From an optimization exercise on the open Yosys and OpenROAD flow, aimed at small area, a short achievable clock period and few clock cycles; shortcuts taken in it are not production practice.
Only simulation tests tie the RTL to the original design; equivalence was not proved.
Power figures rest on the tool's default switching activity, not on a simulated workload.

== the reference run ==
// scanout_ctrl
module scanout_ctrl #(
    parameter PW = 320,      
    parameter PH = 240       
) (
    input             clk,
    input             rst,
    input             alloc_ok,
    input             cmd_valid,
    input      [31:0] cmd_word,
    output            cmd_ready,
    output reg        cmd_done,
    input             evt_valid,
    input      [31:0] evt_word,
    output            evt_ready,
    output reg        evt_done,
    input      [4:0]  reg_addr,
    output reg [31:0] reg_rdata,
    output            fb_rd,
    output            fb_sel,
    output     [25:0] fb_addr,
    input      [15:0] fb_rdata,
    output            lb_we,
    output            lb_sel,
    output     [12:0] lb_addr,
    output     [15:0] lb_wdata,
    output            flush_valid,
    output            flush_sel,
    output     [12:0] flush_x0,
    output     [12:0] flush_x1,
    output            frame_ready,
    output            buf_ack,
    output            front,
    output            busy,
    output     [6:0]  bl_pct
);
    localparam [2:0] OK = 3'd0, ERR_CONFIG = 3'd1, ERR_NOMEM = 3'd2,
                     ERR_UNSUPPORTED = 3'd3, ERR_STATE = 3'd4;
    localparam [3:0] S_IDLE  = 4'd0,
                     S_UR    = 4'd1,    
                     S_LSTRT = 4'd2,    
                     S_UR0   = 4'd3,    
                     S_ENA   = 4'd14,   
                     S_LOOP  = 4'd4,    
                     S_FLUSH = 4'd5,    
                     S_GK    = 4'd6,    
  ...
Size in the first run: about 1400 cells after synthesis, roughly 230 flip-flops, roughly 220 I/O pins, ~14000 µm² of cells after synthesis.
Settings: LEC_CHECK=0, CAP_MARGIN=40, CORE_MARGIN=2, CORE_UTILIZATION=60, CTS_CLUSTER_DIAMETER=100, CTS_CLUSTER_SIZE=20, SLEW_MARGIN=40; clock period 60.0 ns.
standard.sh (not shown) runs the stock make flow with config.mk's settings and CLKGATE_MAP_FILE= SYNTH_SCRIPT=/design/flow/synth_recipe.tcl, a recipe that flattens the netlist after the stock synthesis.
==> flow/flow/run.sh <==
#!/bin/bash
set -o pipefail
export BUFFER_PORTS_ARGS="-buffer_cell sky130_fd_sc_hd__buf_1"
bash standard.sh SETUP_SLACK_MARGIN=34 finish > standard_flow.log 2>&1
Testbench counts of the reference run, summed over its fixed seeds: cycles 1,314,648.
Input-level comparison between the trial run and the reference run:
--- a/flow/design.v
+++ b/flow/design.v
@@ -71,13 +71,12 @@
     reg        l_buf;
     reg        lcopy;            
     reg        fillm;            
     reg [1:0]  clean;            
     reg [25:0] ptr;              
     reg [8:0]  dst;
-    reg [8:0]  jc;               
     reg [1:0]  rc;               
     reg        wr;               
     function [26:0] radd26;              
         input [25:0] a, b;
         input        ci;
         integer i;
@@ -129,15 +128,15 @@
             2'd2:    begin lwidth = 9'd160; lpf = 8'd120; end
             default: begin lwidth = 9'd106; lpf = 8'd80;  end
         endcase
         if (!crop) lwidth = xw[8:0];
     end
     wire        last_line = (cur_cnt == lpf - 8'd1);
-    wire [25:0] vspan     = R ? {13'd0, lw} : g_p;
-    wire [26:0] cmp_x     = radd26(cur_src, ~vspan, 1'b1);
-    wire        in_range  = !cmp_x[26];               
+    wire [7:0]  a_scan    = R ? lw[7:0] : lh[7:0];
+    wire        off_s_neg = R ? off_x[14] : off_y[14];
+    wire        in_range  = off_s_neg || (cur_cnt < a_scan);
     wire [3:0] c_op = cmd_word[3:0];
     reg        c_legal;
     always @* begin
         case (c_op)
             4'h1: c_legal = (cmd_word[31] == 1'b0);
             4'h2, 4'h4, 4'h5, 4'h6, 4'h8, 4'h9, 4'hB:
@@ -224,13 +223,26 @@
     wire        bb_w     = (incr_on && !R) || (gl_go && gph == 2'd1) || mul_go;
     wire        bb_nw    = (gl_go && gph == 2'd2) || st_sub1;
     wire [25:0] b_b  = ({26{bb_w}} & {13'd0, lw}) | ({26{bb_nw}} & {13'h1FFF, ~lw});
     wire        b_ci = (incr_on && R) || bb_nw || (gl_go && gph == 2'd0);
     wire [26:0] sum_b_x = radd26(b_a, b_b, b_ci);
     wire [25:0] sum_b   = sum_b_x[25:0];
-    wire rd_more = (jc != 9'd0);
+    wire       a_odd   = R ? lh[0] : lw[0];
+    wire [1:0] e_end   = fillm ? 2'd0 : (crop ? {S == 2'd3, 1'b0} : {1'b0, a_odd & S[0]});
+    wire [8:0] zz      = fillm ? 9'd0 : dst0;
+    reg  [8:0] pos_sum;                   
+    integer ps_k;
+    reg ps_c;
+    always @* begin
+        ps_c = wr;
+        for (ps_k = 0; ps_k < 9; ps_k = ps_k + 1) begin
+            pos_sum[ps_k] = dst[ps_k] ^ zz[ps_k] ^ ps_c;
+            ps_c = (dst[ps_k] & zz[ps_k]) | (ps_c & (dst[ps_k] ^ zz[ps_k]));
+        end
+    end
+    wire rd_more = (pos_sum != (PW[8:0] - {7'd0, e_end}));
     wire step    = fillm || (rc == S - 2'd1);
     assign fb_rd    = st_loop && lcopy && rd_more;
     assign fb_sel   = frontb;
     assign fb_addr  = ptr;
     assign lb_we    = st_loop && wr;
     assign lb_sel   = l_buf;
@@ -272,20 +284,18 @@
         end
     end
     wire fill_nx = st_flush && fillm && !l_buf;      
     always @(posedge clk) begin
         if (ln_strt || fill_go || fill_nx) begin
             dst <= ln_strt ? dst0 : 9'd0;
-            jc  <= ln_strt ? lwidth : PW[8:0];
             rc  <= 2'd0;
             wr  <= 1'b0;
         end else if (st_loop) begin
             wr <= rd_more;
             if (rd_more) begin
                 rc <= step ? 2'd0 : rc + 2'd1;
-                if (step) jc <= rdec9(jc);
             end
             if (wr) dst <= rinc9(dst);
         end else if (st_gk) begin
             rc <= 2'd0;
         end else if (st_gsub) begin
             rc <= rc + 2'd1;
@@ -432,20 +442,20 @@
         end else if (line_end) begin
             cur_cnt <= cur_cnt + 8'd1;
         end
     end
     wire [31:0] status_word = {17'd0, inited, inited, pend, lastb, 2'b00, urf, ack, fr,
                                frontb, gvalid, en, inited};
-    reg  [12:0] neg_lw;                  
+    reg  [12:0] neg_lw;
     integer k;
     reg c_n;
     always @* begin
-        c_n = 1'b1;
+        c_n = 1'b0;
         for (k = 0; k < 13; k = k + 1) begin
-            neg_lw[k] = ~lw[k] ^ c_n;
-            c_n = ~lw[k] & c_n;
+            neg_lw[k] = lw[k] ^ c_n;
+            c_n = lw[k] | c_n;
         end
     end
     wire [18:0] dec;
     genvar gk;
     generate
         for (gk = 0; gk < 19; gk = gk + 1) begin : g_dec
## What came out
- Taking the reference run as the reference, in the trial run initial antenna violation count now larger; cell area shows a reduction of about 5%; final worst-path setup slack higher; largest fanout on the critical path dropped 11; power per standard cell area increased about 0.7%.
- The trial run vs the reference run on sequential power: the trial run is the lower one.
- Comparing the trial run with the reference run, the maximum operating frequency came out essentially unchanged.
- Number of buffers inserted for hold repair after clock tree synthesis across the trial run and the reference run: no real change.
- From the reference run to the trial run the numbers moved as follows: multi-input combinational gate total fell 37, total leakage power decreased about 6%, die area now sits lower.
Testbench counts of the trial run, summed over its fixed seeds: cycles 1,314,648.

==> port drivers added, routing unchanged <==
The flow's constraints put no driver on any port. The routed layouts listed below were extracted and timed again, unchanged, in two steps. Step 1 (the two cells are an assumption about what drives the block):
set clk [get_ports {clk}]
set_driving_cell -lib_cell sky130_fd_sc_hd__clkbuf_16 $clk
set_driving_cell -lib_cell sky130_fd_sc_hd__buf_2 [delete_from_list [all_inputs] $clk]
Step 2, shift: input delay + t, output delay - t, t = (earliest + latest rising clock arrival at the registers) / 2. This alone moves slack from input paths to output paths. Slacks: ideal / step 1 / step 2; pairs: ideal / step 1.
run	shift t [ns]	slack for setup (ns)	worst data-port slew with drivers (ns)	cell pins on the clock port's net
the reference run	0.548	34.040 / 34.002 / 34.002	0.05	1
the trial run	0.537	34.108 / 34.071 / 34.071	0.04	1
After both steps setup and hold are still met in every run listed. For the reference run, which loses most, drivers alone change the setup slack by -0.038 ns; drivers and shift together by -0.038 ns.
